This design comes from an exercise in tuning for a short achievable clock period and few clock cycles on the open sky130 flow, not from production work. At most, simulation tests tie the RTL to the original design; equivalence was not proved. No functional check of the RTL was part of run 3. No activity file was given, so power comes from the tool's default toggle rates.

File: flow/run.sh
#!/bin/bash
# synth_recipe.tcl (not shown) runs the flow's synth.tcl, then flattens the netlist and writes it again
# the make line also repeats each setting of config.mk as NAME=value (left out here)
make -C /OpenROAD-flow-scripts/flow DESIGN_CONFIG=/design/flow/config.mk WORK_HOME=/design/flow/orfs CLKGATE_MAP_FILE= SYNTH_SCRIPT=/design/flow/synth_recipe.tcl finish
File: flow/config.mk
export PLATFORM = sky130hd
export DESIGN_NAME = wh8_core
export DESIGN_NICKNAME = wh8_core
export VERILOG_FILES = /design/flow/design.v
export SDC_FILE = /design/flow/constraint.sdc
export NUM_CORES = 4
export LEC_CHECK = 0
export CAP_MARGIN = 20
export CORE_MARGIN = 2
export CORE_UTILIZATION = 40
export SETUP_SLACK_MARGIN = 3.0
export SLEW_MARGIN = 20
File: flow/constraint.sdc
create_clock -name core_clock -period 5.0 [get_ports {clk}]
set_input_delay 1.0000 -clock core_clock [delete_from_list [all_inputs] [get_ports {clk}]]
set_output_delay 1.0000 -clock core_clock [all_outputs]
set_load 0.01 [all_outputs]
File: flow/design.v
module wh8_core (
    input  wire       clk,
    input  wire       rst,
    input  wire       disp_valid,
    output wire       disp_ready,
    input  wire [1:0] disp_seg,
    input  wire [7:0] disp_pc,
    input  wire [7:0] disp_acc,
    input  wire [7:0] disp_x,
    input  wire [7:0] disp_y,
    input  wire       disp_z,
    input  wire [7:0] disp_ir,
    input  wire [7:0] disp_quantum,
    output wire       mem_req,
    output wire       mem_we,
    output wire [9:0] mem_addr,
    output wire [7:0] mem_wdata,
    input  wire       mem_ack,
    input  wire [7:0] mem_rdata,
    output wire       ret_valid,
    output wire       done_valid,
    output wire [2:0] done_cause,
    output wire [7:0] r_pc,
    output wire [7:0] r_acc,
    output wire [7:0] r_x,
    output wire [7:0] r_y,
    output wire       r_z,
    output wire [7:0] r_ir,
    output reg        con_valid,
    output wire [7:0] con_data
);
    localparam [7:0] OP_BRK   = 8'h00;
    localparam [7:0] OP_ADC   = 8'h6D;
    localparam [7:0] OP_STA   = 8'h8D;
    localparam [7:0] OP_LDY_I = 8'hA0;
    localparam [7:0] OP_LDX_I = 8'hA2;
    localparam [7:0] OP_LDA_I = 8'hA9;
    localparam [7:0] OP_LDY_A = 8'hAC;
    localparam [7:0] OP_LDA_A = 8'hAD;
    localparam [7:0] OP_LDX_A = 8'hAE;
    localparam [7:0] OP_BNE   = 8'hD0;
    localparam [7:0] OP_NOP   = 8'hEA;
    localparam [7:0] OP_CPX   = 8'hEC;
    localparam [7:0] OP_INC   = 8'hEE;
    localparam [7:0] OP_SYS   = 8'hFF;
    localparam [2:0] C_QUANTUM = 3'd0;
    localparam [2:0] C_BRK     = 3'd1;
    localparam [2:0] C_ILLEGAL = 3'd3;
    localparam [2:0] C_OPSEG   = 3'd5;
    localparam [2:0] C_SYSARG  = 3'd6;
    localparam [2:0] C_STRSEG  = 3'd7;
    function [3:0] dec_tens(input [6:0] v);
        begin
            dec_tens[0] = (v == 7'd10) | (v == 7'd11) | (v == 7'd12) | (v == 7'd13) | (v == 7'd14) | (v == 7'd15) | (v == 7'd16) | (v == 7'd17) | (v == 7'd18) | (v == 7'd19) | (v == 7'd30) | (v == 7'd31) | (v == 7'd32) | (v == 7'd33) | (v == 7'd34) | (v == 7'd35) | (v == 7'd36) | (v == 7'd37) | (v == 7'd38) | (v == 7'd39) | (v == 7'd50) | (v == 7'd51) | (v == 7'd52) | (v == 7'd53) | (v == 7'd54) | (v == 7'd55) | (v == 7'd56) | (v == 7'd57) | (v == 7'd58) | (v == 7'd59) | (v == 7'd70) | (v == 7'd71) | (v == 7'd72) | (v == 7'd73) | (v == 7'd74) | (v == 7'd75) | (v == 7'd76) | (v == 7'd77) | (v == 7'd78) | (v == 7'd79) | (v == 7'd90) | (v == 7'd91) | (v == 7'd92) | (v == 7'd93) | (v == 7'd94) | (v == 7'd95) | (v == 7'd96) | (v == 7'd97) | (v == 7'd98) | (v == 7'd99);
            dec_tens[1] = (v == 7'd20) | (v == 7'd21) | (v == 7'd22) | (v == 7'd23) | (v == 7'd24) | (v == 7'd25) | (v == 7'd26) | (v == 7'd27) | (v == 7'd28) | (v == 7'd29) | (v == 7'd30) | (v == 7'd31) | (v == 7'd32) | (v == 7'd33) | (v == 7'd34) | (v == 7'd35) | (v == 7'd36) | (v == 7'd37) | (v == 7'd38) | (v == 7'd39) | (v == 7'd60) | (v == 7'd61) | (v == 7'd62) | (v == 7'd63) | (v == 7'd64) | (v == 7'd65) | (v == 7'd66) | (v == 7'd67) | (v == 7'd68) | (v == 7'd69) | (v == 7'd70) | (v == 7'd71) | (v == 7'd72) | (v == 7'd73) | (v == 7'd74) | (v == 7'd75) | (v == 7'd76) | (v == 7'd77) | (v == 7'd78) | (v == 7'd79);
            dec_tens[2] = (v == 7'd40) | (v == 7'd41) | (v == 7'd42) | (v == 7'd43) | (v == 7'd44) | (v == 7'd45) | (v == 7'd46) | (v == 7'd47) | (v == 7'd48) | (v == 7'd49) | (v == 7'd50) | (v == 7'd51) | (v == 7'd52) | (v == 7'd53) | (v == 7'd54) | (v == 7'd55) | (v == 7'd56) | (v == 7'd57) | (v == 7'd58) | (v == 7'd59) | (v == 7'd60) | (v == 7'd61) | (v == 7'd62) | (v == 7'd63) | (v == 7'd64) | (v == 7'd65) | (v == 7'd66) | (v == 7'd67) | (v == 7'd68) | (v == 7'd69) | (v == 7'd70) | (v == 7'd71) | (v == 7'd72) | (v == 7'd73) | (v == 7'd74) | (v == 7'd75) | (v == 7'd76) | (v == 7'd77) | (v == 7'd78) | (v == 7'd79);
            dec_tens[3] = (v == 7'd80) | (v == 7'd81) | (v == 7'd82) | (v == 7'd83) | (v == 7'd84) | (v == 7'd85) | (v == 7'd86) | (v == 7'd87) | (v == 7'd88) | (v == 7'd89) | (v == 7'd90) | (v == 7'd91) | (v == 7'd92) | (v == 7'd93) | (v == 7'd94) | (v == 7'd95) | (v == 7'd96) | (v == 7'd97) | (v == 7'd98) | (v == 7'd99);
        end
    endfunction
    function [3:0] dec_ones(input [6:0] v);
        begin
            dec_ones[0] = (v == 7'd1) | (v == 7'd3) | (v == 7'd5) | (v == 7'd7) | (v == 7'd9) | (v == 7'd11) | (v == 7'd13) | (v == 7'd15) | (v == 7'd17) | (v == 7'd19) | (v == 7'd21) | (v == 7'd23) | (v == 7'd25) | (v == 7'd27) | (v == 7'd29) | (v == 7'd31) | (v == 7'd33) | (v == 7'd35) | (v == 7'd37) | (v == 7'd39) | (v == 7'd41) | (v == 7'd43) | (v == 7'd45) | (v == 7'd47) | (v == 7'd49) | (v == 7'd51) | (v == 7'd53) | (v == 7'd55) | (v == 7'd57) | (v == 7'd59) | (v == 7'd61) | (v == 7'd63) | (v == 7'd65) | (v == 7'd67) | (v == 7'd69) | (v == 7'd71) | (v == 7'd73) | (v == 7'd75) | (v == 7'd77) | (v == 7'd79) | (v == 7'd81) | (v == 7'd83) | (v == 7'd85) | (v == 7'd87) | (v == 7'd89) | (v == 7'd91) | (v == 7'd93) | (v == 7'd95) | (v == 7'd97) | (v == 7'd99);
            dec_ones[1] = (v == 7'd2) | (v == 7'd3) | (v == 7'd6) | (v == 7'd7) | (v == 7'd12) | (v == 7'd13) | (v == 7'd16) | (v == 7'd17) | (v == 7'd22) | (v == 7'd23) | (v == 7'd26) | (v == 7'd27) | (v == 7'd32) | (v == 7'd33) | (v == 7'd36) | (v == 7'd37) | (v == 7'd42) | (v == 7'd43) | (v == 7'd46) | (v == 7'd47) | (v == 7'd52) | (v == 7'd53) | (v == 7'd56) | (v == 7'd57) | (v == 7'd62) | (v == 7'd63) | (v == 7'd66) | (v == 7'd67) | (v == 7'd72) | (v == 7'd73) | (v == 7'd76) | (v == 7'd77) | (v == 7'd82) | (v == 7'd83) | (v == 7'd86) | (v == 7'd87) | (v == 7'd92) | (v == 7'd93) | (v == 7'd96) | (v == 7'd97);
            dec_ones[2] = (v == 7'd4) | (v == 7'd5) | (v == 7'd6) | (v == 7'd7) | (v == 7'd14) | (v == 7'd15) | (v == 7'd16) | (v == 7'd17) | (v == 7'd24) | (v == 7'd25) | (v == 7'd26) | (v == 7'd27) | (v == 7'd34) | (v == 7'd35) | (v == 7'd36) | (v == 7'd37) | (v == 7'd44) | (v == 7'd45) | (v == 7'd46) | (v == 7'd47) | (v == 7'd54) | (v == 7'd55) | (v == 7'd56) | (v == 7'd57) | (v == 7'd64) | (v == 7'd65) | (v == 7'd66) | (v == 7'd67) | (v == 7'd74) | (v == 7'd75) | (v == 7'd76) | (v == 7'd77) | (v == 7'd84) | (v == 7'd85) | (v == 7'd86) | (v == 7'd87) | (v == 7'd94) | (v == 7'd95) | (v == 7'd96) | (v == 7'd97);
            dec_ones[3] = (v == 7'd8) | (v == 7'd9) | (v == 7'd18) | (v == 7'd19) | (v == 7'd28) | (v == 7'd29) | (v == 7'd38) | (v == 7'd39) | (v == 7'd48) | (v == 7'd49) | (v == 7'd58) | (v == 7'd59) | (v == 7'd68) | (v == 7'd69) | (v == 7'd78) | (v == 7'd79) | (v == 7'd88) | (v == 7'd89) | (v == 7'd98) | (v == 7'd99);
        end
    endfunction
    reg st_idle;    
    reg st_f;       
    reg st_a1;      
    reg st_a2;      
    reg st_d;       
    reg st_w;       
    reg st_s0;      
    reg st_s1;      
    reg st_s2;      
    reg st_fz;      
    reg [7:0] pc, acc, x, y, ir;
    reg       z;
    reg       x_is1, x_is2;    
    reg [1:0] seg;
    reg [7:0] qleft;      
    reg       q_is1, q_is2;    
    reg       qinf;       
    reg [7:0] addr;
    reg [7:0] addr1;      
    reg       a_ff;       
    reg [7:0] incv;       
    reg       i_two;      
    reg       i_bne, i_ldai, i_ldxi, i_ldyi;
    reg       i_lda, i_ldx, i_ldy, i_adc, i_cpx, i_sta, i_inc;
    reg [7:0] lo;
    reg [2:0] fcause_r;
    reg [1:0] d_h;
    reg [6:0] d_r;
    reg       d_n3, d_n1;      
    reg       s1_two;          
    reg [7:0] ch2, ch3;
    reg       ret_r, done_r, rdy_r, req_r, we_r;
    reg [2:0] o_cause;
    reg [9:0] o_addr;
    reg [7:0] o_wdata, o_pc, o_acc, o_x, o_y, o_ir, o_con;
    reg       o_z;
    assign mem_req    = req_r;
    assign mem_we     = we_r;
    assign mem_addr   = o_addr;
    assign mem_wdata  = o_wdata;
    assign disp_ready = rdy_r;
    assign ret_valid  = ret_r;
    assign done_valid = done_r;
    assign done_cause = o_cause;
    assign r_pc  = o_pc;
    assign r_acc = o_acc;
    assign r_x   = o_x;
    assign r_y   = o_y;
    assign r_z   = o_z;
    assign r_ir  = o_ir;
    assign con_data = o_con;
    wire [7:0] rd  = mem_rdata;
    wire       ack = mem_ack;
    wire d_brk  = (rd == OP_BRK);
    wire d_nop  = (rd == OP_NOP);
    wire d_sys  = (rd == OP_SYS);
    wire d_bne  = (rd == OP_BNE);
    wire d_ldai = (rd == OP_LDA_I);
    wire d_ldxi = (rd == OP_LDX_I);
    wire d_ldyi = (rd == OP_LDY_I);
    wire d_lda  = (rd == OP_LDA_A);
    wire d_ldx  = (rd == OP_LDX_A);
    wire d_ldy  = (rd == OP_LDY_A);
    wire d_adc  = (rd == OP_ADC);
    wire d_cpx  = (rd == OP_CPX);
    wire d_sta  = (rd == OP_STA);
    wire d_inc  = (rd == OP_INC);
    wire d_one  = d_bne | d_ldai | d_ldxi | d_ldyi;
    wire d_two  = d_lda | d_ldx | d_ldy | d_adc | d_cpx | d_sta | d_inc;
    wire d_args = d_one | d_two;
    wire rd_nz  = |rd;
    wire [7:0] addr2 = addr1 + 8'd1;
    wire       taken = i_bne & ~z;
    wire qlast   = ~qinf & (ret_r ? q_is2 : q_is1);
    wire f_go    = st_f & ack;
    wire retire  = (f_go & d_nop) | (st_a1 & ack & ~i_two) | (st_d & ack & ~i_inc) |
                   (st_w & ack) | (st_s0 & d_n1) | (st_s1 & ~s1_two) |
                   (st_s2 & ack & ~rd_nz);
    wire fault   = (f_go & ~(d_args | d_nop | (d_sys & (x_is1 | x_is2)))) |
                   (st_a2 & ack & rd_nz) | (st_s2 & ack & rd_nz & a_ff);
    wire [2:0] fcause = st_a2 ? C_OPSEG : st_s2 ? C_STRSEG :
                        d_brk ? C_BRK : d_sys ? C_SYSARG : C_ILLEGAL;
    wire stop_q  = retire & qlast;
    wire start   = st_idle & disp_valid;
    always @(posedge clk) begin
        if (rst) begin
            st_idle <= 1'b1;
            st_f    <= 1'b0;
            st_a1   <= 1'b0;
            st_a2   <= 1'b0;
            st_d    <= 1'b0;
            st_w    <= 1'b0;
            st_s0   <= 1'b0;
            st_s1   <= 1'b0;
            st_s2   <= 1'b0;
            st_fz   <= 1'b0;
            req_r   <= 1'b0;
            we_r    <= 1'b0;
            ret_r   <= 1'b0;
            done_r  <= 1'b0;
            rdy_r   <= 1'b1;
            con_valid <= 1'b0;
        end else begin
            st_idle <= (st_idle & ~disp_valid) | st_fz | stop_q;
            rdy_r   <= (st_idle & ~disp_valid) | st_fz | stop_q;
            req_r   <= start | (req_r & ~st_fz & ~stop_q);
            st_f    <= start | (st_f & ~ack) | (retire & ~qlast);
            st_a1   <= (st_a1 & ~ack) | (f_go & d_args);
            st_a2   <= (st_a2 & ~ack) | (st_a1 & ack & i_two);
            st_d    <= (st_d & ~ack) | (st_a2 & ack & ~rd_nz);
            st_w    <= (st_w & ~ack) | (st_d & ack & i_inc);
            st_s0   <= f_go & d_sys & x_is1;
            st_s1   <= (st_s0 & ~d_n1) | (st_s1 & s1_two);
            st_s2   <= (st_s2 & ~(ack & (~rd_nz | a_ff))) | (f_go & d_sys & x_is2);
            st_fz   <= fault;
            we_r    <= (st_a2 & ack & i_sta & ~rd_nz) | (st_d & ~ack & we_r) |
                       (st_d & ack & i_inc) | (st_w & ~ack);
            ret_r   <= retire;
            done_r  <= st_fz | stop_q;
            con_valid <= st_s0 | st_s1 | (st_s2 & ack & rd_nz & ~a_ff);
        end
    end
    wire       pc_en   = start | st_fz | st_f | st_a1 | st_a2;
    wire [7:0] pc_d    = start ? disp_pc : st_fz ? 8'd0 : (st_a1 & taken) ? addr1 + rd : addr1;
    wire       ir_en   = start | st_fz | st_f;
    wire [7:0] ir_d    = start ? disp_ir : st_fz ? 8'd0 : rd;
    wire       acc_en  = start | st_fz | (st_a1 & i_ldai) | (st_d & i_lda) | (st_d & i_adc & ack);
    wire [7:0] acc_d   = start ? disp_acc : st_fz ? 8'd0 : (st_d & i_adc) ? acc + rd : rd;
    wire       x_en    = start | st_fz | (st_a1 & i_ldxi) | (st_d & i_ldx);
    wire [7:0] x_d     = start ? disp_x : st_fz ? 8'd0 : rd;
    wire       y_en    = start | st_fz | (st_a1 & i_ldyi) | (st_d & i_ldy);
    wire [7:0] y_d     = start ? disp_y : st_fz ? 8'd0 : rd;
    wire       z_en    = start | st_fz | (st_d & i_cpx);
    wire       z_d     = start ? disp_z : st_fz ? 1'b0 : (rd == x);
    wire       addr_en = start | (ack & (st_f | st_a1 | st_a2 | st_w | st_s2 | (st_d & ~i_inc)));
    wire       s2_go   = d_sys & x_is2;
    wire [7:0] addr_d  = start ? disp_pc :
                         st_f  ? (s2_go ? y : addr1) :
                         st_a1 ? (taken ? addr1 + rd : addr1) :
                         st_a2 ? lo :
                         st_s2 ? (rd_nz ? addr1 : pc) : pc;
    wire [7:0] addr1_d = start ? disp_pc + 8'd1 :
                         st_f  ? (s2_go ? y + 8'd1 : addr2) :
                         st_a1 ? (taken ? addr2 + rd : addr2) :
                         st_a2 ? lo + 8'd1 :
                         st_s2 ? (rd_nz ? addr2 : pc + 8'd1) : pc + 8'd1;
    wire [1:0] seg_d   = start ? disp_seg : seg;
    wire [7:0] inc_d   = rd + 8'd1;
    wire       inc_now = st_d & ack & i_inc;
    wire [7:0] q_d     = start ? disp_quantum : qleft - 8'd1;
    always @(posedge clk) begin
        if (pc_en)  pc  <= pc_d;
        if (ir_en)  ir  <= ir_d;
        if (acc_en) acc <= acc_d;
        if (x_en) begin
            x     <= x_d;
            x_is1 <= (x_d == 8'd1);
            x_is2 <= (x_d == 8'd2);
        end
        if (y_en)   y   <= y_d;
        if (z_en)   z   <= z_d;
        if (start)  seg <= disp_seg;
        if (addr_en) begin
            addr  <= addr_d;
            addr1 <= addr1_d;
            a_ff  <= st_f ? (y == 8'hFF) : (addr1 == 8'hFF);
        end
        if (st_d & i_inc) incv <= inc_d;
        if (start | ret_r) begin
            qleft <= q_d;
            q_is1 <= start ? (disp_quantum == 8'd1) : (qleft == 8'd2);
            q_is2 <= start ? (disp_quantum == 8'd2) : (qleft == 8'd3);
        end
        if (start) qinf <= (disp_quantum == 8'd0);
        if (~st_fz) fcause_r <= fcause;
        if (st_f) begin
            i_two  <= d_two;
            i_bne  <= d_bne;
            i_ldai <= d_ldai;
            i_ldxi <= d_ldxi;
            i_ldyi <= d_ldyi;
            i_lda  <= d_lda;
            i_ldx  <= d_ldx;
            i_ldy  <= d_ldy;
            i_adc  <= d_adc;
            i_cpx  <= d_cpx;
            i_sta  <= d_sta;
            i_inc  <= d_inc;
        end
        if (st_a1) lo <= rd;
        if (st_f) begin
            d_h  <= (y >= 8'd200) ? 2'd2 : (y >= 8'd100) ? 2'd1 : 2'd0;
            d_r  <= (y >= 8'd200) ? y - 8'd200 : (y >= 8'd100) ? y - 8'd100 : y;
            d_n3 <= (y >= 8'd100);
            d_n1 <= (y < 8'd10);
        end
        if (st_s0 | st_s1) begin
            ch2    <= st_s0 ? {4'h3, d_n3 ? dec_tens(d_r) : dec_ones(d_r)} : ch3;
            s1_two <= st_s0 & d_n3;
        end
        if (st_s0) ch3 <= {4'h3, dec_ones(d_r)};
        o_pc    <= st_fz ? 8'd0 : pc_en  ? pc_d  : pc;
        o_ir    <= st_fz ? 8'd0 : ir_en  ? ir_d  : ir;
        o_acc   <= st_fz ? 8'd0 : acc_en ? acc_d : acc;
        o_x     <= st_fz ? 8'd0 : x_en   ? x_d   : x;
        o_y     <= st_fz ? 8'd0 : y_en   ? y_d   : y;
        o_z     <= st_fz ? 1'b0 : z_en   ? z_d   : z;
        o_addr  <= {seg_d, addr_en ? addr_d : (st_s0 | st_s1) ? pc : addr};
        o_wdata <= inc_now ? inc_d : st_w ? incv : acc;
        o_cause <= st_fz ? fcause_r : C_QUANTUM;
        o_con   <= st_s0 ? {4'h3, d_n3 ? {2'b00, d_h} : d_n1 ? d_r[3:0] : dec_tens(d_r)} :
                   st_s1 ? ch2 : rd;
    end
endmodule
==> reports/metrics.yaml, run 1 <==
postCtsHoldBufs: 0
clock_latency_ns: 0.53
syn_area_um2: 11600
min_period_ns: 2.72
final_nets: 1633
ys_seq_area_share_pct: 42.8
grt_pass1_vias: 10700
htree_levels: 1
drive_gt1_share_pct: 34.2
regMostFlops: "o_addr"
cts_tree: "built"
avgSynthCellArea_um2: 9.10
drc_errors: 0
max_cap_violations: 0
io_pins: 139
placed_cell_area_um2: 13700
cp_common_cell: "buf_6"
numCtsBuffers: 24
cts_root_buf: "clkbuf_16"
die_w_um: 174
status: "complete, no violations"
ys.warnings.count: 1
path_clk_slew_ns: 0.06
grt_usage_pct: 26.5
nFillCells: 2442
layout.cells.non_filler: 1928
yosysTopAreaCell: "edfxtp_1"
max_slew.worst_pin.slew_ns: 0.837
synthFlopType: "dfxtp_1"
synth_top_area_share_pct: 21.4
wl_per_cell_um: 21.8
power_mw: 5.84
critPathKind: "input pin to register"
fp.coreArea_um2: 28600
largest_reg_flops: 9
synth_edf_count: 83
final.setup.tns_ns: 0
rsz0062_at_grt: "yes"
slowest_stage: "or3b_4"
initial_utilization_pct: 40.6
num_rows: 62
wl_mm: 42.1
first_pass_iters: 8
synth_area_leaders: "edfxtp_1 21%, dfxtp_1 21%, ha_1 4.4%, nor2_1 3.7%, mux2i_1 3.7%"
final_hold_viol_count: 0
antenna_cells: 0
clockBufferDepth: 3
vias: 11300
crit_fanout: 5
worst_clock_skew_ns: 0.0173
dpl_worst_slack_ns: 0.956
postRouteAntennaNets: 0
report.final.setup_viol: 0
power_density_nw_per_um2: 349
grt_max_degree: 44
slowest_delay_ns: 0.41
max_freq_mhz: 368
min_path_type: "register to register"
crit_required_ns: 5.41
worst_slack_ns: 2.28
place_congestion: 0.928
path_cells: "buf_8 -> buf_6 -> inv_8 -> ha_4 -> or3b_4 -> o21ai_4 -> buf_6 -> buf_6 -> buf_16 -> buf_4 -> o22ai_2 -> a221oi_2 -> o21ai_2 -> mux2_4"
arrival_ns: 3.13
syn_nets: 1385
start_kind: "input pin"
place_inst: 1741
synth_async_sr_flop_share_pct: 0
worstSetupEndpointType: "register"
grt_pass1_wl_mm: 62.9
postSynthCellCount: 1278
ys_types: 83
synthToLayoutAreaGrowth_pct: 43.7
die_area_um2: 30400
peakVddDrop_mv: 0.219
final_area_um2: 16700
hpwl_mm: 26.6
p_leak_nw: 6.50
initialDrtViolationCount: 1296
drv_slew: 0
antenna_found_initial: 0
fin_crit_sh_pct: 54.3
die_h_um: 174
r2r_slack_ns: 2.43
cts_sinks: 207
via_per_inst: 5.86
relSlewSlack_pct: 44.0
synth_seq_cells: 207
port_buffers: 138
grt_overflow: 0
==> critical path: cells and delay by family <==
| family | cells | cell delay [ns] |
|---|---|---|
| buffers and inverters | 7 | 0.71 |
| muxes | 1 | 0.26 |
| and+or+nand+nor | 1 | 0.41 |
| adders and majority gates | 1 | 0.12 |
| AOI/OAI and AO/OA | 4 | 0.63 |
==> layout by cell type, fill, tap and decap left out, types with 21 or more instances in the layout <==
cell	netlist	routed
buf_4	0	117
nand2_1	109	103
nor2_1	116	102
dfxtp_1	124	95
edfxtp_1	83	83
buf_2	6	63
a21oi_1	85	53
buf_6	2	50
clkdlybuf4s50_1	0	47
mux2i_1	43	43
o21ai_0	59	42
and2_1	43	41
nand3_1	41	37
xnor2_1	43	35
inv_1	38	31
a21oi_2	0	27
clkbuf_16	0	27
nor3_1	31	24
dfxtp_2	0	23
ha_1	41	21
==> per-stage QoR <==
step,utilization (%),hold WS (ns)
floorplan,-,0.426
global placement,47.8,0.487
detailed placement,47.8,0.475
CTS,55.1,0.488
global route,58.4,0.499
finish,58.4,0.493
==> timing repair <==
item                                    in CTS  in global routing
buffers inserted                           100                 37
endpoints found under the setup margin     274                132
pin swaps                                   99                 81
gates resized for setup                    527                133
gates cloned                                 2                  4
==> cells by family after synthesis <==
family / Yosys count / synth area share, %
AOI/OAI and AO/OA: 330 / 18.9
and+or+nand+nor: 449 / 19.3
buffers and inverters: 128 / 4.34
xor gates and xnor gates: 65 / 4.90
muxes: 54 / 4.77
adders and majority gates: 45 / 5.02
DFF: 207 / 42.8
==> report_power, final <==
group	internal, mW	switching [mW]	leakage [nW]	total (mW)
registers	1.99	0.185	1.83	2.17
logic	0.857	0.936	4.24	1.79
clock network	1.14	0.728	0.421	1.87
total	3.99	1.85	6.50	5.84
==> routing by layer <==
| metal | vias to the layer above | wire length [µm] | track usage [%] |
|---|---|---|---|
| met5 | - | 0 | 0 |
| met4 | 0 | 1690 | 9.63 |
| met3 | 112 | 3570 | 4.90 |
| met2 | 604 | 18600 | 41.3 |
| met1 | 5393 | 18300 | 36.7 |
| li1 | 5192 | - | - |
==> worst paths after layout <==
kind / cells past startpoint / endpoint / start
max: 14 / o_addr[1] / mem_rdata[0]
min: 1 / o_cause[1] / fcause_r[1]
max reg2reg: 10 / addr1[7] / addr1[1]
min reg2reg: 1 / o_cause[1] / fcause_r[1]
==> synth_stat cells, types with 31 or more instances <==
master	number
nor2_1	116
ha_1	41
nor3_1	31
a21oi_1	85
xnor2_1	43
and2_1	43
nand3_1	41
nand2_1	109
inv_1	38
o21ai_0	59
dfxtp_1	124
edfxtp_1	83
mux2i_1	43
clkbuf_1	70
==> area by class of cell <==
cell class	instances	area (µm²)	area share, %
multi-input cells	947	7460	44.7
clock inverters	7	97.6	0.584
flip-flops and latches	207	5030	30.1
well taps	384	480	2.88
repair buffers	306	2710	16.2
inverters	40	175	1.05
clock buffers	37	752	4.50
Testbench counts, summed over its fixed seeds: cycles 418,679.
==> run 2: changes to the inputs <==
==> flow/flow/run.sh (new file) <==
#!/bin/bash
# Layout flow: the standard flow (standard.sh), with slow many-input OR/NOR,
# AOI/OAI and AND4/NAND4 cells added to the platform's don't-use list so that
# synthesis maps the logic to faster cells. Flip-flop mapping is unchanged,
# so the registers are the standard synthesis's. Each tool's output is kept
# in orfs/logs/; make's own output goes to flow_make.log.
set -euo pipefail
here="$(pwd)"
cells="$(cat flow/dont_use.txt)"
printf '\nexport DONT_USE_CELLS = %s\n' "$cells" >> config.mk
bash standard.sh > "$here/flow_make.log" 2>&1
==> flow/flow/dont_use.txt (new file) <==
sky130_fd_sc_hd__a2111o_1 sky130_fd_sc_hd__a2111o_2 sky130_fd_sc_hd__a2111o_4 sky130_fd_sc_hd__a2111oi_0 sky130_fd_sc_hd__a2111oi_1 sky130_fd_sc_hd__a2111oi_2 sky130_fd_sc_hd__a2111oi_4 sky130_fd_sc_hd__a221o_1 sky130_fd_sc_hd__a221o_2 sky130_fd_sc_hd__a221o_4 sky130_fd_sc_hd__a221oi_1 sky130_fd_sc_hd__a221oi_2 sky130_fd_sc_hd__a221oi_4 sky130_fd_sc_hd__a222oi_1 sky130_fd_sc_hd__a311o_1 sky130_fd_sc_hd__a311o_2 sky130_fd_sc_hd__a311o_4 sky130_fd_sc_hd__a311oi_1 sky130_fd_sc_hd__a311oi_2 sky130_fd_sc_hd__a311oi_4 sky130_fd_sc_hd__a32o_1 sky130_fd_sc_hd__a32o_2 sky130_fd_sc_hd__a32o_4 sky130_fd_sc_hd__a32oi_1 sky130_fd_sc_hd__a32oi_2 sky130_fd_sc_hd__a32oi_4 sky130_fd_sc_hd__a41o_1 sky130_fd_sc_hd__a41o_2 sky130_fd_sc_hd__a41o_4 sky130_fd_sc_hd__a41oi_1 sky130_fd_sc_hd__a41oi_2 sky130_fd_sc_hd__a41oi_4 sky130_fd_sc_hd__and4_1 sky130_fd_sc_hd__and4_2 sky130_fd_sc_hd__and4_4 sky130_fd_sc_hd__and4b_1 sky130_fd_sc_hd__and4b_2 sky130_fd_sc_hd__and4b_4 sky130_fd_sc_hd__and4bb_1 sky130_fd_sc_hd__and4bb_2 sky130_fd_sc_hd__and4bb_4 sky130_fd_sc_hd__nand4_1 sky130_fd_sc_hd__nand4_2 sky130_fd_sc_hd__nand4_4 sky130_fd_sc_hd__nand4b_1 sky130_fd_sc_hd__nand4b_2 sky130_fd_sc_hd__nand4b_4 sky130_fd_sc_hd__nand4bb_1 sky130_fd_sc_hd__nand4bb_2 sky130_fd_sc_hd__nand4bb_4 sky130_fd_sc_hd__nor3_1 sky130_fd_sc_hd__nor3_2 sky130_fd_sc_hd__nor3_4 sky130_fd_sc_hd__nor3b_1 sky130_fd_sc_hd__nor3b_2 sky130_fd_sc_hd__nor3b_4 sky130_fd_sc_hd__nor4_1 sky130_fd_sc_hd__nor4_2 sky130_fd_sc_hd__nor4_4 sky130_fd_sc_hd__nor4b_1 sky130_fd_sc_hd__nor4b_2 sky130_fd_sc_hd__nor4b_4 sky130_fd_sc_hd__nor4bb_1 sky130_fd_sc_hd__nor4bb_2 sky130_fd_sc_hd__nor4bb_4 sky130_fd_sc_hd__o2111a_1 sky130_fd_sc_hd__o2111a_2 sky130_fd_sc_hd__o2111a_4 sky130_fd_sc_hd__o2111ai_1 sky130_fd_sc_hd__o2111ai_2 sky130_fd_sc_hd__o2111ai_4 sky130_fd_sc_hd__o221a_1 sky130_fd_sc_hd__o221a_2 sky130_fd_sc_hd__o221a_4 sky130_fd_sc_hd__o221ai_1 sky130_fd_sc_hd__o221ai_2 sky130_fd_sc_hd__o221ai_4 sky130_fd_sc_hd__o311a_1 sky130_fd_sc_hd__o311a_2 sky130_fd_sc_hd__o311a_4 sky130_fd_sc_hd__o311ai_0 sky130_fd_sc_hd__o311ai_1 sky130_fd_sc_hd__o311ai_2 sky130_fd_sc_hd__o311ai_4 sky130_fd_sc_hd__o32a_1 sky130_fd_sc_hd__o32a_2 sky130_fd_sc_hd__o32a_4 sky130_fd_sc_hd__o32ai_1 sky130_fd_sc_hd__o32ai_2 sky130_fd_sc_hd__o32ai_4 sky130_fd_sc_hd__o41a_1 sky130_fd_sc_hd__o41a_2 sky130_fd_sc_hd__o41a_4 sky130_fd_sc_hd__o41ai_1 sky130_fd_sc_hd__o41ai_2 sky130_fd_sc_hd__o41ai_4 sky130_fd_sc_hd__or3_1 sky130_fd_sc_hd__or3_2 sky130_fd_sc_hd__or3_4 sky130_fd_sc_hd__or3b_1 sky130_fd_sc_hd__or3b_2 sky130_fd_sc_hd__or3b_4 sky130_fd_sc_hd__or4_1 sky130_fd_sc_hd__or4_2 sky130_fd_sc_hd__or4_4 sky130_fd_sc_hd__or4b_1 sky130_fd_sc_hd__or4b_2 sky130_fd_sc_hd__or4b_4 sky130_fd_sc_hd__or4bb_1 sky130_fd_sc_hd__or4bb_2 sky130_fd_sc_hd__or4bb_4 
==> flow/standard.sh (new file) <==
#!/bin/bash
# synth_recipe.tcl (not shown) runs the flow's synth.tcl, then flattens the netlist and writes it again
# the make line also repeats each setting of config.mk as NAME=value (left out here)
make -C /OpenROAD-flow-scripts/flow DESIGN_CONFIG=/design/flow/config.mk WORK_HOME=/design/flow/orfs CLKGATE_MAP_FILE= SYNTH_SCRIPT=/design/flow/synth_recipe.tcl "${@:-finish}"
--- a/flow/config.mk
+++ b/flow/config.mk
@@ -10,3 +10,5 @@
 export CORE_UTILIZATION = 40
 export SETUP_SLACK_MARGIN = 3.0
 export SLEW_MARGIN = 20
+
+export DONT_USE_CELLS = sky130_fd_sc_hd__a2111o_1 sky130_fd_sc_hd__a2111o_2 sky130_fd_sc_hd__a2111o_4 sky130_fd_sc_hd__a2111oi_0 sky130_fd_sc_hd__a2111oi_1 sky130_fd_sc_hd__a2111oi_2 sky130_fd_sc_hd__a2111oi_4 sky130_fd_sc_hd__a221o_1 sky130_fd_sc_hd__a221o_2 sky130_fd_sc_hd__a221o_4 sky130_fd_sc_hd__a221oi_1 sky130_fd_sc_hd__a221oi_2 sky130_fd_sc_hd__a221oi_4 sky130_fd_sc_hd__a222oi_1 sky130_fd_sc_hd__a311o_1 sky130_fd_sc_hd__a311o_2 sky130_fd_sc_hd__a311o_4 sky130_fd_sc_hd__a311oi_1 sky130_fd_sc_hd__a311oi_2 sky130_fd_sc_hd__a311oi_4 sky130_fd_sc_hd__a32o_1 sky130_fd_sc_hd__a32o_2 sky130_fd_sc_hd__a32o_4 sky130_fd_sc_hd__a32oi_1 sky130_fd_sc_hd__a32oi_2 sky130_fd_sc_hd__a32oi_4 sky130_fd_sc_hd__a41o_1 sky130_fd_sc_hd__a41o_2 sky130_fd_sc_hd__a41o_4 sky130_fd_sc_hd__a41oi_1 sky130_fd_sc_hd__a41oi_2 sky130_fd_sc_hd__a41oi_4 sky130_fd_sc_hd__and4_1 sky130_fd_sc_hd__and4_2 sky130_fd_sc_hd__and4_4 sky130_fd_sc_hd__and4b_1 sky130_fd_sc_hd__and4b_2 sky130_fd_sc_hd__and4b_4 sky130_fd_sc_hd__and4bb_1 sky130_fd_sc_hd__and4bb_2 sky130_fd_sc_hd__and4bb_4 sky130_fd_sc_hd__nand4_1 sky130_fd_sc_hd__nand4_2 sky130_fd_sc_hd__nand4_4 sky130_fd_sc_hd__nand4b_1 sky130_fd_sc_hd__nand4b_2 sky130_fd_sc_hd__nand4b_4 sky130_fd_sc_hd__nand4bb_1 sky130_fd_sc_hd__nand4bb_2 sky130_fd_sc_hd__nand4bb_4 sky130_fd_sc_hd__nor3_1 sky130_fd_sc_hd__nor3_2 sky130_fd_sc_hd__nor3_4 sky130_fd_sc_hd__nor3b_1 sky130_fd_sc_hd__nor3b_2 sky130_fd_sc_hd__nor3b_4 sky130_fd_sc_hd__nor4_1 sky130_fd_sc_hd__nor4_2 sky130_fd_sc_hd__nor4_4 sky130_fd_sc_hd__nor4b_1 sky130_fd_sc_hd__nor4b_2 sky130_fd_sc_hd__nor4b_4 sky130_fd_sc_hd__nor4bb_1 sky130_fd_sc_hd__nor4bb_2 sky130_fd_sc_hd__nor4bb_4 sky130_fd_sc_hd__o2111a_1 sky130_fd_sc_hd__o2111a_2 sky130_fd_sc_hd__o2111a_4 sky130_fd_sc_hd__o2111ai_1 sky130_fd_sc_hd__o2111ai_2 sky130_fd_sc_hd__o2111ai_4 sky130_fd_sc_hd__o221a_1 sky130_fd_sc_hd__o221a_2 sky130_fd_sc_hd__o221a_4 sky130_fd_sc_hd__o221ai_1 sky130_fd_sc_hd__o221ai_2 sky130_fd_sc_hd__o221ai_4 sky130_fd_sc_hd__o311a_1 sky130_fd_sc_hd__o311a_2 sky130_fd_sc_hd__o311a_4 sky130_fd_sc_hd__o311ai_0 sky130_fd_sc_hd__o311ai_1 sky130_fd_sc_hd__o311ai_2 sky130_fd_sc_hd__o311ai_4 sky130_fd_sc_hd__o32a_1 sky130_fd_sc_hd__o32a_2 sky130_fd_sc_hd__o32a_4 sky130_fd_sc_hd__o32ai_1 sky130_fd_sc_hd__o32ai_2 sky130_fd_sc_hd__o32ai_4 sky130_fd_sc_hd__o41a_1 sky130_fd_sc_hd__o41a_2 sky130_fd_sc_hd__o41a_4 sky130_fd_sc_hd__o41ai_1 sky130_fd_sc_hd__o41ai_2 sky130_fd_sc_hd__o41ai_4 sky130_fd_sc_hd__or3_1 sky130_fd_sc_hd__or3_2 sky130_fd_sc_hd__or3_4 sky130_fd_sc_hd__or3b_1 sky130_fd_sc_hd__or3b_2 sky130_fd_sc_hd__or3b_4 sky130_fd_sc_hd__or4_1 sky130_fd_sc_hd__or4_2 sky130_fd_sc_hd__or4_4 sky130_fd_sc_hd__or4b_1 sky130_fd_sc_hd__or4b_2 sky130_fd_sc_hd__or4b_4 sky130_fd_sc_hd__or4bb_1 sky130_fd_sc_hd__or4bb_2 sky130_fd_sc_hd__or4bb_4 
removed: flow/run.sh
==> reports/metrics.yaml, run 2 <==
status: "complete, no violations"
cts_sinks: 207  # unchanged
synthToLayoutAreaGrowth_pct: 40.9
p_sw_share_pct: 31.4  # -0.24 points
placed_cell_area_um2: 13500  # -1.2%
seqCellArea_um2: 5010  # -0.27%
syn_nets: 1403  # +1.3%
cts_tree: "built"
drc_errors: 0  # unchanged
fp.coreArea_um2: 28500  # -0.27%
yosysTopAreaCell: "edfxtp_1"
synth_async_sr_flop_share_pct: 0  # unchanged
arrival_ns: 2.83  # -0.30 ns
worst_clock_skew_ns: 0.00960  # -0.00767 ns
ys_types: 57  # -31%
layout.cells.non_filler: 1946  # +0.93%
top_layer: "met4"
grt_overflow: 0  # unchanged
p_seq_share_pct: 37.7  # +0.4 points
min_period_ns: 2.40  # -0.317 ns
crit_required_ns: 5.43  # +0.02 ns
initialDrtViolationCount: 1220  # -5.9%
wl_mm: 40.2  # -4.6%
ys.warnings.count: 1  # unchanged
grt_pass1_vias: 10500  # -2.0%
die_area_um2: 30200  # -0.95%
p_sw_mw: 1.81  # -2.0%
min_path_type: "register to register"
num_rows: 62  # unchanged
first_pass_iters: 5  # -3
numCtsBuffers: 24  # unchanged
wirelength_met1_mm: 16.5  # -9.7%
synth_area_leaders: "edfxtp_1 22%, dfxtp_1 22%, a21oi_1 5.5%, ha_1 4.5%, nor2_1 4.4%"
final.setup.tns_ns: 0  # unchanged
place_inst: 1764  # +1.3%
report.final.setup_viol: 0  # unchanged
ys_seq_area_share_pct: 43.2  # +0.42 points
hpwl_mm: 25.8  # -3.0%
synth_seq_cells: 207  # unchanged
synth_edf_count: 83  # unchanged
largest_reg_flops: 9  # unchanged
cts_root_buf: "clkbuf_16"
postSynthCellCount: 1296  # +1.4%
final_area_um2: 16200  # -2.9%
nFillCells: 2554  # +4.6%
synthFlopType: "dfxtp_1"
dr_wl_met3_mm: 3.83  # +7.5%
postRouteAntennaNets: 0  # unchanged
drive_gt1_share_pct: 31.8  # -2.4 points
postCtsHoldBufs: 0  # unchanged
final_common_cell: "nor2_1"
met2_length_mm: 18.4  # -0.87%
power_density_nw_per_um2: 355  # +1.7%
port_buffers: 138  # unchanged
worstSetupEndpointType: "register"
grt_pass1_wl_mm: 60.1  # -4.4%
die_h_um: 174  # -0.48%
critPathKind: "input pin to register"
start_kind: "input pin"
path_clk_slew_ns: 0.06  # about the same
grt_max_degree: 52  # +18%
htree_levels: 1  # unchanged
antenna_found_initial: 0  # unchanged
max_freq_mhz: 417  # +13%
final_cell_mix: "121 x nor2_1, 110 x nand2_1, 102 x dfxtp_1"
fin_crit_sh_pct: 48.0  # -6.3 points
initial_utilization_pct: 40.3  # -0.29 points
die_w_um: 174  # -0.48%
wl_per_cell_um: 20.6  # -5.5%
synth_top_area_share_pct: 21.7  # +0.21 points
crit_fanout: 6  # +1
vias: 10800  # -4.0%
avgSynthCellArea_um2: 8.88  # -2.4%
synthTopCellsByCount: "135 x nor2_1, 126 x a21oi_1, 124 x dfxtp_1"
regMostFlops: "o_addr"
p_int_mw: 3.95  # -0.89%
io_pins: 139  # unchanged
relSlewSlack_pct: 48.1  # +4.1 points
multi_input_area_um2: 7140  # -4.3%
final_nets: 1651  # +1.1%
rsz0062_at_grt: "yes"
syn_area_um2: 11500  # -0.98%
grt_usage_pct: 25.5  # -0.95 points
max_cap_violations: 0  # unchanged
p_leak_nw: 6.47  # -0.43%
synth_most_common_cell: "nor2_1"
place_congestion: 0.942  # +1.5%
final_hold_viol_count: 0  # unchanged
drv_slew: 0  # unchanged
clock_latency_ns: 0.53  # about the same
clockBufferDepth: 3  # unchanged
pwr-share-clk_pct: 31.8  # -0.2 points
max_slew.worst_pin.slew_ns: 0.776  # -0.0606 ns
via_per_inst: 5.57  # -4.9%
antenna_cells: 0  # unchanged
p_comb_share_pct: 30.5  # -0.2 points
peakVddDrop_mv: 0.248  # +13%
==> run 2: cell types whose count changed in the layout (fill, tap and decap cells not counted), moves of 7 or more <==
cell	delta
nand2_1	+7
and3_1	+12
o211ai_1	+14
nor2_1	+19
dfxtp_1	+7
a21oi_1	+45
buf_2	+10
buf_4	-17
nor3_1	-24
nand3_1	+12
nand4_1	-9
and2_1	+9
==> run 2: cells by family (layout without fill, tap and decap cells) <==
family	after synthesis	count (layout)	synth area share (%)
compound gates	345	346	18.3
xor+xnor	71	71	5.40
fa+ha+maj	45	45	5.07
buf+inv	118	380	4.20
flops	207	207	43.2
mux	56	56	5.00
simple gates	454	457	18.8
==> run 2: layout make-up <==
type | instances | area share [%]
repair inverters | 1 | 0.0540
clock inverters | 11 | 0.679
flip-flops and latches | 207 | 30.9
repair buffers | 293 | 15.8
multi-input cells | 975 | 44.0
inverters | 42 | 1.17
clock buffers | 33 | 4.43
well taps | 384 | 2.96
==> run 2: final timing paths <==
path	startpoint	endpoint	slack, ns	cells past startpoint
hold / removal	fcause_r[1]	o_cause[1]	0.45	1
setup / recovery	mem_rdata[0]	o_addr[7]	2.60	13
hold reg to reg	fcause_r[1]	o_cause[1]	0.45	1
setup reg to reg	addr1[0]	o_addr[6]	2.60	10
==> run 2: stage by stage <==
stage | setup slack [ns] | util, % | total power, mW | hold slack, ns
finish | 2.60 | 56.8 | 5.76 | 0.450
floorplan | 2.32 | - | 3.04 | 0.426
global route | 2.52 | 56.8 | 6.02 | 0.503
global placement | 1.17 | 47.4 | 3.57 | 0.438
CTS | 2.60 | 54.5 | 5.62 | 0.454
detailed placement | 1.13 | 47.4 | 3.59 | 0.439
==> run 2: per-layer routing <==
metal | up-vias | track usage, %
met5 | - | 0
met4 | 0 | 8.37
met3 | 104 | 5.50
met2 | 558 | 42.1
met1 | 5110 | 33.4
li1 | 5072 | -
==> run 2: worst max-delay path, cell delays in order <==
cell and delay (ns):
buf_12 0.09, buf_12 0.13, buf_8 0.12, inv_8 0.03
ha_4 0.17, buf_6 0.12, and2_4 0.15, a21oi_4 0.25
a21oi_2 0.08, o211ai_1 0.24, a211oi_2 0.08, buf_4 0.14
o31ai_2 0.21
==> run 2: power by group through the flow <==
stage | Sequential [mW] | Clock [mW] | Combinational (mW)
floorplan | 2.17 | 0 | 0.873
global placement | 2.24 | 0 | 1.33
detailed placement | 2.24 | 0 | 1.35
CTS | 2.16 | 1.86 | 1.60
global route | 2.19 | 1.93 | 1.90
finish | 2.17 | 1.83 | 1.76
==> run 2: timing repair <==
action	in CTS	in global routing
gates resized for setup	528	99
setup endpoints to repair	258	107
gates cloned	6	2
pin swaps	84	77
buffers inserted	96	34
==> run 3: changes to the inputs <==
--- a/flow/design.v
+++ b/flow/design.v
@@ -84,6 +84,7 @@
     reg       qinf;       
     reg [7:0] addr;
     reg [7:0] addr1;      
+    reg       brf;        
     reg       a_ff;       
     reg [7:0] incv;       
     reg       i_two;      
@@ -136,7 +137,9 @@
     wire d_two  = d_lda | d_ldx | d_ldy | d_adc | d_cpx | d_sta | d_inc;
     wire d_args = d_one | d_two;
     wire rd_nz  = |rd;
-    wire [7:0] addr2 = addr1 + 8'd1;
+    wire [7:0] a1    = brf ? addr + 8'd1 : addr1;
+    wire [7:0] a2    = brf ? addr + 8'd2 : addr1 + 8'd1;
+    wire [7:0] tgt   = addr1 + rd;
     wire       taken = i_bne & ~z;
     wire qlast   = ~qinf & (ret_r ? q_is2 : q_is1);
     wire f_go    = st_f & ack;
@@ -187,12 +190,17 @@
             con_valid <= st_s0 | st_s1 | (st_s2 & ack & rd_nz & ~a_ff);
         end
     end
+    wire       tk      = st_a1 & taken;                     
+    wire       fs2     = st_f & d_sys & x_is2;              
+    wire       s2c     = st_s2 & rd_nz;                     
     wire       pc_en   = start | st_fz | st_f | st_a1 | st_a2;
-    wire [7:0] pc_d    = start ? disp_pc : st_fz ? 8'd0 : (st_a1 & taken) ? addr1 + rd : addr1;
+    wire [7:0] pc_e    = start ? disp_pc : st_fz ? 8'd0 : a1;
+    wire [7:0] pc_d    = tk ? tgt : pc_e;
     wire       ir_en   = start | st_fz | st_f;
     wire [7:0] ir_d    = start ? disp_ir : st_fz ? 8'd0 : rd;
     wire       acc_en  = start | st_fz | (st_a1 & i_ldai) | (st_d & i_lda) | (st_d & i_adc & ack);
-    wire [7:0] acc_d   = start ? disp_acc : st_fz ? 8'd0 : (st_d & i_adc) ? acc + rd : rd;
+    wire [7:0] acc_sum = acc + rd;
+    wire [7:0] acc_d   = (st_d & i_adc) ? acc_sum : start ? disp_acc : st_fz ? 8'd0 : rd;
     wire       x_en    = start | st_fz | (st_a1 & i_ldxi) | (st_d & i_ldx);
     wire [7:0] x_d     = start ? disp_x : st_fz ? 8'd0 : rd;
     wire       y_en    = start | st_fz | (st_a1 & i_ldyi) | (st_d & i_ldy);
@@ -200,17 +208,12 @@
     wire       z_en    = start | st_fz | (st_d & i_cpx);
     wire       z_d     = start ? disp_z : st_fz ? 1'b0 : (rd == x);
     wire       addr_en = start | (ack & (st_f | st_a1 | st_a2 | st_w | st_s2 | (st_d & ~i_inc)));
-    wire       s2_go   = d_sys & x_is2;
-    wire [7:0] addr_d  = start ? disp_pc :
-                         st_f  ? (s2_go ? y : addr1) :
-                         st_a1 ? (taken ? addr1 + rd : addr1) :
-                         st_a2 ? lo :
-                         st_s2 ? (rd_nz ? addr1 : pc) : pc;
-    wire [7:0] addr1_d = start ? disp_pc + 8'd1 :
-                         st_f  ? (s2_go ? y + 8'd1 : addr2) :
-                         st_a1 ? (taken ? addr2 + rd : addr2) :
-                         st_a2 ? lo + 8'd1 :
-                         st_s2 ? (rd_nz ? addr2 : pc + 8'd1) : pc + 8'd1;
+    wire [7:0] addr_e  = start ? disp_pc : st_a2 ? lo : (st_f | st_a1) ? a1 : pc;
+    wire [7:0] addr_d  = tk ? tgt : (fs2 | s2c) ? (st_f ? y : a1) : addr_e;
+    wire [7:0] addr1_d = start ? disp_pc + 8'd1 : st_a2 ? lo + 8'd1 :
+                         fs2 ? y + 8'd1 : (st_f | st_a1 | s2c) ? a2 : pc + 8'd1;
+    wire [7:0] oaddr_e = addr_en ? addr_e : (st_s0 | st_s1) ? pc : addr;
+    wire [7:0] oaddr_d = (ack & tk) ? tgt : (ack & (fs2 | s2c)) ? (st_f ? y : a1) : oaddr_e;
     wire [1:0] seg_d   = start ? disp_seg : seg;
     wire [7:0] inc_d   = rd + 8'd1;
     wire       inc_now = st_d & ack & i_inc;
@@ -229,8 +232,9 @@
         if (start)  seg <= disp_seg;
         if (addr_en) begin
             addr  <= addr_d;
-            addr1 <= addr1_d;
-            a_ff  <= st_f ? (y == 8'hFF) : (addr1 == 8'hFF);
+            if (~tk) addr1 <= addr1_d;
+            brf   <= tk;
+            a_ff  <= st_f ? (y == 8'hFF) : (a1 == 8'hFF);
         end
         if (st_d & i_inc) incv <= inc_d;
         if (start | ret_r) begin
@@ -266,13 +270,13 @@
             s1_two <= st_s0 & d_n3;
         end
         if (st_s0) ch3 <= {4'h3, dec_ones(d_r)};
-        o_pc    <= st_fz ? 8'd0 : pc_en  ? pc_d  : pc;
+        o_pc    <= tk ? tgt : st_fz ? 8'd0 : pc_en ? pc_e : pc;
         o_ir    <= st_fz ? 8'd0 : ir_en  ? ir_d  : ir;
-        o_acc   <= st_fz ? 8'd0 : acc_en ? acc_d : acc;
+        o_acc   <= (st_d & i_adc & ack) ? acc_sum : st_fz ? 8'd0 : acc_en ? acc_d : acc;
         o_x     <= st_fz ? 8'd0 : x_en   ? x_d   : x;
         o_y     <= st_fz ? 8'd0 : y_en   ? y_d   : y;
         o_z     <= st_fz ? 1'b0 : z_en   ? z_d   : z;
-        o_addr  <= {seg_d, addr_en ? addr_d : (st_s0 | st_s1) ? pc : addr};
+        o_addr  <= {seg_d, oaddr_d};
         o_wdata <= inc_now ? inc_d : st_w ? incv : acc;
         o_cause <= st_fz ? fcause_r : C_QUANTUM;
         o_con   <= st_s0 ? {4'h3, d_n3 ? {2'b00, d_h} : d_n1 ? d_r[3:0] : dec_tens(d_r)} :
==> reports/metrics.yaml, run 3 <==
drive_gt1_share_pct: 29.6  # -2.2 points
port_buffers: 138  # unchanged
clockBufferDepth: 3  # unchanged
avgSynthCellArea_um2: 8.85  # -0.33%
worst_clock_skew_ns: 0.0153  # +0.00573 ns
grt_pass1_vias: 10700  # +2.4%
slowest_delay_ns: 0.34  # +0.09 ns
layout.cells.non_filler: 1966  # +1.0%
arrival_ns: 2.54  # -0.29 ns
path_buf_inv: 4  # -2
postSynthCellCount: 1341  # +3.5%
ys_types: 64  # +12%
slowest_stage: "fa_2"
wl_mm: 43.5  # +8.4%
initialDrtViolationCount: 1035  # -15%
worstSetupEndpointType: "register"
fin_crit_sh_pct: 45.1  # -2.9 points
htree_levels: 1  # unchanged
start_kind: "input pin"
post-route-util_pct: 55.5  # -1.3 points
peakVddDrop_mv: 0.262  # +6.0%
relSlewSlack_pct: 50.7  # +2.6 points
ys_seq_area_share_pct: 42.8  # -0.38 points
status: "complete, no violations"
synthToLayoutAreaGrowth_pct: 37.4
min_path_type: "register to register"
cp_common_cell: "buf_12"
max_cap_violations: 0  # unchanged
grt_pass1_wl_mm: 63.9  # +6.2%
crit_required_ns: 5.29  # -0.14 ns
initial_utilization_pct: 40.4  # +0.054 points
grt_usage_pct: 27.0  # +1.4 points
num_rows: 63  # +1.6%
drc_errors: 0  # unchanged
antenna_found_initial: 0  # unchanged
via_per_inst: 5.70  # +2.4%
ys.warnings.count: 1  # unchanged
grt_max_degree: 42  # -19%
grt_overflow: 0  # unchanged
path_clk_slew_ns: 0.06  # about the same
fp.coreArea_um2: 29400  # +3.0%
cts_root_buf: "clkbuf_16"
final_cell_mix: "140 x nand2_1, 108 x nor2_1, 108 x a21oi_1"
cp_top_family: "adder cells"
clock_latency_ns: 0.55  # +0.02 ns
rsz0062_at_grt: "yes"
synthFlopType: "dfxtp_1"
final_common_cell: "nand2_1"
postCtsHoldBufs: 0  # unchanged
final.setup.tns_ns: 0  # unchanged
p_leak_nw: 6.45  # -0.27%
holdWs_ns: 0.474  # +0.0240 ns
final_hold_viol_count: 0  # unchanged
die_w_um: 176  # +1.5%
die_h_um: 176  # +1.5%
regMostFlops: "o_addr"
synth_async_sr_flop_share_pct: 0  # unchanged
synth_area_leaders: "edfxtp_1 23%, dfxtp_1 20%, a21oi_1 5.4%, nand2_1 4.7%, ha_1 3.8%"
min_period_ns: 2.25  # -0.146 ns
syn_nets: 1442  # +2.8%
io_pins: 139  # unchanged
final_nets: 1659  # +0.48%
place_congestion: 0.954  # +1.3%
yosysTopAreaCell: "edfxtp_1"
antenna_cells: 0  # unchanged
place_inst: 1810  # +2.6%
hpwl_mm: 29.3  # +14%
wl_per_cell_um: 22.1  # +7.2%
synth_edf_count: 92  # +11%
max_slew.worst_pin.slew_ns: 0.737  # -0.0393 ns
syn_area_um2: 11900  # +3.1%
first_pass_iters: 8  # +3
path_cells: "buf_6 -> buf_12 -> buf_12 -> ha_4 -> inv_2 -> fa_2 -> nand2b_4 -> a21oi_4 -> o21ai_1 -> nand2b_1 -> xnor2_2 -> o22ai_1"
die_area_um2: 31100  # +3.1%
largest_reg_flops: 9  # unchanged
vias: 11200  # +3.4%
synth_top_area_share_pct: 23.3  # +1.6 points
synthTopCellsByCount: "149 x nand2_1, 127 x a21oi_1, 120 x nor2_1"
postRouteAntennaNets: 0  # unchanged
numCtsBuffers: 24  # unchanged
report.final.setup_viol: 0  # unchanged
power_density_nw_per_um2: 342  # -3.7%
cts_tree: "built"
synth_seq_cells: 208  # +0.48%
cts_sinks: 208  # +0.48%
max_freq_mhz: 444  # +6.5%
critPathKind: "input pin to register"
crit_fanout: 4  # -2
drv_slew: 0  # unchanged
synth_most_common_cell: "nand2_1"
[run 3: changes by cell type after synthesis, sizes merged, moves of 7 or more]
cell / before / now
clkbuf: 54 / 26
o21ai: 70 / 82
nor2: 136 / 122
edfxtp: 83 / 92
dfxtp: 124 / 116
buf: 22 / 50
and3: 26 / 33
nand3b: 6 / 13
and2: 56 / 42
a31oi: 18 / 28
o22ai: 13 / 22
nand2: 124 / 151
a22oi: 25 / 16
[run 3: cells by family (layout without fill, tap and decap cells)]
| logic type | after synthesis | in the layout | synth area share (%) |
|---|---|---|---|
| AOI/OAI and AO/OA | 386 | 387 | 20.0 |
| muxes | 47 | 47 | 4.05 |
| xor gates and xnor gates | 70 | 70 | 5.16 |
| buffers and inverters | 120 | 349 | 4.62 |
| DFF | 208 | 208 | 42.8 |
| adders and majority gates | 38 | 38 | 4.13 |
| and+or+nand+nor | 472 | 477 | 19.2 |
[run 3: where the power goes]
part	total, mW	internal, mW	switching [mW]
Combinational	1.56	0.737	0.823
Sequential	2.21	2.00	0.205
Clock	1.82	1.09	0.735
[run 3: per-layer routing]
metal	GRT usage [%]	share of wire [%]	vias to the layer above
met2	44.8	47	507
met1	35.3	41	5377
met5	0	0	-
met4	7.82	3.0	0
met3	6.07	9.0	92
li1	-	-	5237
[run 3: final cells by class]
type                            instances  area, µm²
Clock buffer                           39        751
Clock inverter                          5       75.1
Fill cell                            2602      13100
Inverter                               44        219
Multi-Input combinational cell       1019       7270
Sequential cell                       208       5160
Tap cell                              390        488
Timing Repair Buffer                  260       2350
Timing Repair inverter                  1       8.76
[run 3: final timing paths]
| path | end | from | cells after the start | slack, ns |
|---|---|---|---|---|
| setup / recovery | addr[6] | mem_rdata[0] | 12 | 2.75 |
| hold / removal | o_cause[1] | fcause_r[1] | 1 | 0.47 |
| setup reg to reg | addr[6] | addr1[0] | 9 | 2.89 |
| hold reg to reg | o_cause[1] | fcause_r[1] | 1 | 0.47 |
[run 3: per-stage QoR]
step | power (mW) | setup WS [ns] | instance area [µm²]
finish | 5.59 | 2.75 | 16300
CTS | 5.44 | 2.73 | 15600
global placement | 3.51 | 1.37 | 13900
detailed placement | 3.51 | 1.34 | 13900
floorplan | 2.99 | 2.52 | 12400
global route | 5.82 | 2.70 | 16300
[run 3: what timing repair did]
| action | CTS | global route |
|---|---|---|
| cloned | 7 | 2 |
| pin swaps | 58 | 49 |
| setup endpoints to repair | 284 | 130 |
| gates resized for setup | 516 | 102 |
| setup buffers | 61 | 42 |
| endpoints found under the hold margin | 0 | 0 |
[run 3: worst reg2reg max path, delay by kind of cell, from the launching register on]
| kind | cells | cell delay [ns] |
|---|---|---|
| compound gates | 3 | 0.32 |
| xor+xnor | 1 | 0.16 |
| fa+ha+maj | 2 | 0.54 |
| buf+inv | 1 | 0.04 |
| flops | 1 | 0.53 |
| simple gates | 2 | 0.28 |
==> run 4: changes to the inputs <==
--- a/flow/design.v
+++ b/flow/design.v
@@ -84,7 +84,6 @@
     reg       qinf;       
     reg [7:0] addr;
     reg [7:0] addr1;      
-    reg       brf;        
     reg       a_ff;       
     reg [7:0] incv;       
     reg       i_two;      
@@ -137,9 +136,10 @@
     wire d_two  = d_lda | d_ldx | d_ldy | d_adc | d_cpx | d_sta | d_inc;
     wire d_args = d_one | d_two;
     wire rd_nz  = |rd;
-    wire [7:0] a1    = brf ? addr + 8'd1 : addr1;
-    wire [7:0] a2    = brf ? addr + 8'd2 : addr1 + 8'd1;
+    wire [7:0] addr2 = addr1 + 8'd1;
     wire [7:0] tgt   = addr1 + rd;
+    wire [8:0] tgt1w = {addr1, 1'b1} + {rd, 1'b1};
+    wire [7:0] tgt1  = tgt1w[8:1];
     wire       taken = i_bne & ~z;
     wire qlast   = ~qinf & (ret_r ? q_is2 : q_is1);
     wire f_go    = st_f & ack;
@@ -194,7 +194,7 @@
     wire       fs2     = st_f & d_sys & x_is2;              
     wire       s2c     = st_s2 & rd_nz;                     
     wire       pc_en   = start | st_fz | st_f | st_a1 | st_a2;
-    wire [7:0] pc_e    = start ? disp_pc : st_fz ? 8'd0 : a1;
+    wire [7:0] pc_e    = start ? disp_pc : st_fz ? 8'd0 : addr1;
     wire [7:0] pc_d    = tk ? tgt : pc_e;
     wire       ir_en   = start | st_fz | st_f;
     wire [7:0] ir_d    = start ? disp_ir : st_fz ? 8'd0 : rd;
@@ -208,12 +208,12 @@
     wire       z_en    = start | st_fz | (st_d & i_cpx);
     wire       z_d     = start ? disp_z : st_fz ? 1'b0 : (rd == x);
     wire       addr_en = start | (ack & (st_f | st_a1 | st_a2 | st_w | st_s2 | (st_d & ~i_inc)));
-    wire [7:0] addr_e  = start ? disp_pc : st_a2 ? lo : (st_f | st_a1) ? a1 : pc;
-    wire [7:0] addr_d  = tk ? tgt : (fs2 | s2c) ? (st_f ? y : a1) : addr_e;
-    wire [7:0] addr1_d = start ? disp_pc + 8'd1 : st_a2 ? lo + 8'd1 :
-                         fs2 ? y + 8'd1 : (st_f | st_a1 | s2c) ? a2 : pc + 8'd1;
+    wire [7:0] addr_e  = start ? disp_pc : st_a2 ? lo : (st_f | st_a1) ? addr1 : pc;
+    wire [7:0] addr_d  = tk ? tgt : (fs2 | s2c) ? (st_f ? y : addr1) : addr_e;
+    wire [7:0] addr1_e = start ? disp_pc + 8'd1 : st_a2 ? lo + 8'd1 : (st_f | st_a1) ? addr2 : pc + 8'd1;
+    wire [7:0] addr1_d = tk ? tgt1 : (fs2 | s2c) ? (st_f ? y + 8'd1 : addr2) : addr1_e;
     wire [7:0] oaddr_e = addr_en ? addr_e : (st_s0 | st_s1) ? pc : addr;
-    wire [7:0] oaddr_d = (ack & tk) ? tgt : (ack & (fs2 | s2c)) ? (st_f ? y : a1) : oaddr_e;
+    wire [7:0] oaddr_d = (ack & tk) ? tgt : (ack & (fs2 | s2c)) ? (st_f ? y : addr1) : oaddr_e;
     wire [1:0] seg_d   = start ? disp_seg : seg;
     wire [7:0] inc_d   = rd + 8'd1;
     wire       inc_now = st_d & ack & i_inc;
@@ -232,9 +232,8 @@
         if (start)  seg <= disp_seg;
         if (addr_en) begin
             addr  <= addr_d;
-            if (~tk) addr1 <= addr1_d;
-            brf   <= tk;
-            a_ff  <= st_f ? (y == 8'hFF) : (a1 == 8'hFF);
+            addr1 <= addr1_d;
+            a_ff  <= st_f ? (y == 8'hFF) : (addr1 == 8'hFF);
         end
         if (st_d & i_inc) incv <= inc_d;
         if (start | ret_r) begin
--- a/flow/config.mk
+++ b/flow/config.mk
@@ -7,7 +7,7 @@
 export LEC_CHECK = 0
 export CAP_MARGIN = 20
 export CORE_MARGIN = 2
-export CORE_UTILIZATION = 40
+export CORE_UTILIZATION = 65
 export SETUP_SLACK_MARGIN = 3.0
 export SLEW_MARGIN = 20
 
==> reports/metrics.yaml, run 4 <==
cts_tree: "built"
yosysTopAreaCell: "edfxtp_1"
start_kind: "register"
synthToLayoutAreaGrowth_pct: 36.3
synth_most_common_cell: "nand2_1"
synth_area_leaders: "edfxtp_1 23%, dfxtp_1 19%, nand2_1 4.7%, mux2i_1 4.3%, a21oi_1 3.7%"
synthFlopType: "dfxtp_1"
hold_path_startpoint: "fcause_r[2]"
num_rows: 49  # -22%
synth_edf_count: 91  # -1.1%
min_to: "o_cause[2]"
die_w_um: 140  # -21%
r2r_cells: 7  # -2
p_sw_share_pct: 33.9  # +2.3 points
slowest_stage: "dfxtp_2"
layout.cells.non_filler: 1836  # -6.6%
initial_utilization_pct: 66.5  # +26 points
p_comb_share_pct: 32.1  # +4.2 points
placed_cell_area_um2: 13800  # -1.0%
dpl_worst_slack_ns: 1.05  # -0.295 ns
htree_levels: 1  # unchanged
hold_path_depth: 1  # unchanged
max_cap_violations: 0  # unchanged
ys.warnings.count: 1  # unchanged
clock_latency_ns: 0.53  # -0.02 ns
min_path_type: "register to register"
first_pass_iters: 9  # +1
drv_slew: 0  # unchanged
initialDrtViolationCount: 2747  # +170%
postSynthCellCount: 1349  # +0.60%
p_leak_nw: 6.63  # +2.8%
power_density_nw_per_um2: 352  # +2.7%
fin_crit_sh_pct: 56.2  # +11 points
r2r_slack_ns: 2.19  # -0.70 ns
syn_nets: 1450  # +0.55%
grt_pass1_vias: 11700  # +9.5%
wl_mm: 52.4  # +20%
peakVddDrop_mv: 0.384  # +46%
drive_gt1_share_pct: 30.6  # +1.0 points
die_h_um: 140  # -21%
path_clk_slew_ns: 0.07  # about the same
via_per_inst: 7.32  # +28%
largest_reg_flops: 9  # unchanged
cts_root_buf: "clkbuf_16"
p_seq_share_pct: 37.7  # -1.8 points
rsz0062_at_grt: "yes"
reg2reg_from: "st_a1"
die_area_um2: 19600  # -37%
vias: 13400  # +20%
hpwl_mm: 25.1  # -14%
max_slew.worst_pin.slew_ns: 0.773  # +0.0359 ns
report.final.setup_viol: 0  # unchanged
pwr-share-clk_pct: 30.2  # -2.4 points
worst_clock_skew_ns: 0.0158  # +0.000514 ns
worst_slack_ns: 2.19  # -0.554 ns
r2r-end: "addr1[1]"
p_int_mw: 3.80  # -0.69%
slowest_delay_ns: 0.68  # +0.34 ns
ys_types: 63  # -1.6%
cts_sinks: 207  # -0.48%
grt_usage_pct: 42.4  # +15 points
max_freq_mhz: 356  # -20%
final.setup.tns_ns: 0  # unchanged
crit_fanout: 19  # +15
final_hold_viol_count: 0  # unchanged
synth_top_area_share_pct: 22.8  # -0.48 points
grt_overflow: 0  # unchanged
path_cells: "nor2_4 -> buf_12 -> mux2i_2 -> o21ai_1 -> mux2i_1 -> nand2_1 -> a22o_1"
arrival_ns: 3.08  # +0.54 ns
grt_pass1_wl_mm: 65.4  # +2.5%
numCtsBuffers: 22  # -8.3%
final_area_um2: 16300  # +0.17%
io_pins: 139  # unchanged
drc_errors: 0  # unchanged
ys_seq_area_share_pct: 42.2  # -0.68 points
synth_seq_cells: 207  # -0.48%
regMostFlops: "o_addr"
place_congestion: 1.01  # +6.0%
synth_async_sr_flop_share_pct: 0  # unchanged
relSlewSlack_pct: 48.4  # -2.3 points
postRouteAntennaNets: 0  # unchanged
p_sw_mw: 1.95  # +10%
critPathKind: "register to register"
avgSynthCellArea_um2: 8.89  # +0.41%
path_buf_inv: 1  # -3
synthTopCellsByCount: "150 x nand2_1, 116 x dfxtp_1, 113 x nor2_1"
port_buffers: 138  # unchanged
status: "complete, no violations"
min_period_ns: 2.81  # +0.554 ns
place_inst: 1654  # -8.6%
clockBufferDepth: 3  # unchanged
crit_required_ns: 5.28  # about the same
final_cell_mix: "139 x nand2_1, 113 x buf_4, 105 x dfxtp_1"
fp.coreArea_um2: 18000  # -39%
final_common_cell: "nand2_1"
worstSetupEndpointType: "register"
cp_top_family: "multiplexers"
grt_max_degree: 58  # +38%
syn_area_um2: 12000  # +1.0%
final_nets: 1691  # +1.9%
antenna_found_initial: 0  # unchanged
wl_per_cell_um: 28.5  # +29%
postCtsHoldBufs: 0  # unchanged
## run 4: stage by stage
| step | utilization [%] | power, mW | hold WS [ns] |
|---|---|---|---|
| after global placement | 76.3 | 3.48 | 0.442 |
| final | 90.7 | 5.74 | 0.479 |
| after CTS | 85.4 | 5.29 | 0.454 |
| after global routing | 90.7 | 5.83 | 0.493 |
| after floorplan | - | 3.03 | 0.426 |
| after detailed placement | 76.3 | 3.51 | 0.441 |
## run 4: timing repair
item,CTS,global route
setup endpoints to repair,285,105
pin swaps,67,63
cloned,5,4
hold endpoints to repair,0,0
buffers inserted,82,50
gates resized for setup,499,110
## run 4: area by class of cell
type | instances | area, µm²
fill | 714 | 1680
clock inverter | 8 | 72.6
tap | 229 | 287
inverter | 46 | 235
antenna | 1 | 2.50
clock buffer | 32 | 681
timing repair buffer | 296 | 2590
sequential | 207 | 5070
multi-input combinational | 1017 | 7400
## run 4: cells by family (layout without fill, tap and decap cells)
group | after synthesis | in the layout | synth area share (%)
XOR/XNOR | 68 | 68 | 4.97
AO/OA/AOI/OAI | 357 | 357 | 18.5
multiplexers | 64 | 64 | 5.48
buffers and inverters | 129 | 382 | 4.95
flip-flops | 207 | 207 | 42.2
other | 0 | 1 | 0
adder cells (fa/ha/maj) | 39 | 39 | 4.24
AND/OR/NAND/NOR | 485 | 489 | 19.7
## run 4: metal layers
| layer | track usage [%] | share of wire, % |
|---|---|---|
| met4 | 23.1 | 10 |
| met3 | 9.88 | 16 |
| met5 | 0 | 0 |
| met2 | 66.3 | 42 |
| met1 | 54.6 | 32 |
## run 4: power groups by stage
stage          clock [mW]  sequential, mW  combinational [mW]
2_1_floorplan           0            2.16               0.862
3_3_place_gp            0            2.20                1.28
3_5_place_dp            0            2.20                1.31
4_1_cts              1.69            2.14                1.46
5_1_grt              1.76            2.17                1.90
6_report             1.74            2.17                1.84
## run 4: worst max path at each step
| stage | from | end | slack [ns] | cells after the start |
|---|---|---|---|---|
| final | st_a1 | addr1[1] | 2.19 | 7 |
| after global routing | addr1[0] | addr1[1] | 2.22 | 7 |
| after CTS | mem_rdata[5] | addr[7] | 2.84 | 9 |
| after detailed placement | mem_rdata[0] | addr[6] | 1.05 | 9 |
| after global placement | mem_rdata[0] | addr[6] | 1.10 | 9 |
| after floorplan | mem_rdata[0] | addr[6] | 2.58 | 8 |
Testbench counts of run 4, summed over its fixed seeds: cycles 418,679.

Re-timed with assumed drivers on the ports (clkbuf_16 on the clock, buf_2 on other inputs), run 4 has 2.192 ns of setup slack against 2.192 ns with ideal ports, and 2.073 ns once port delays also move by the mid clock arrival of 0.571 ns.
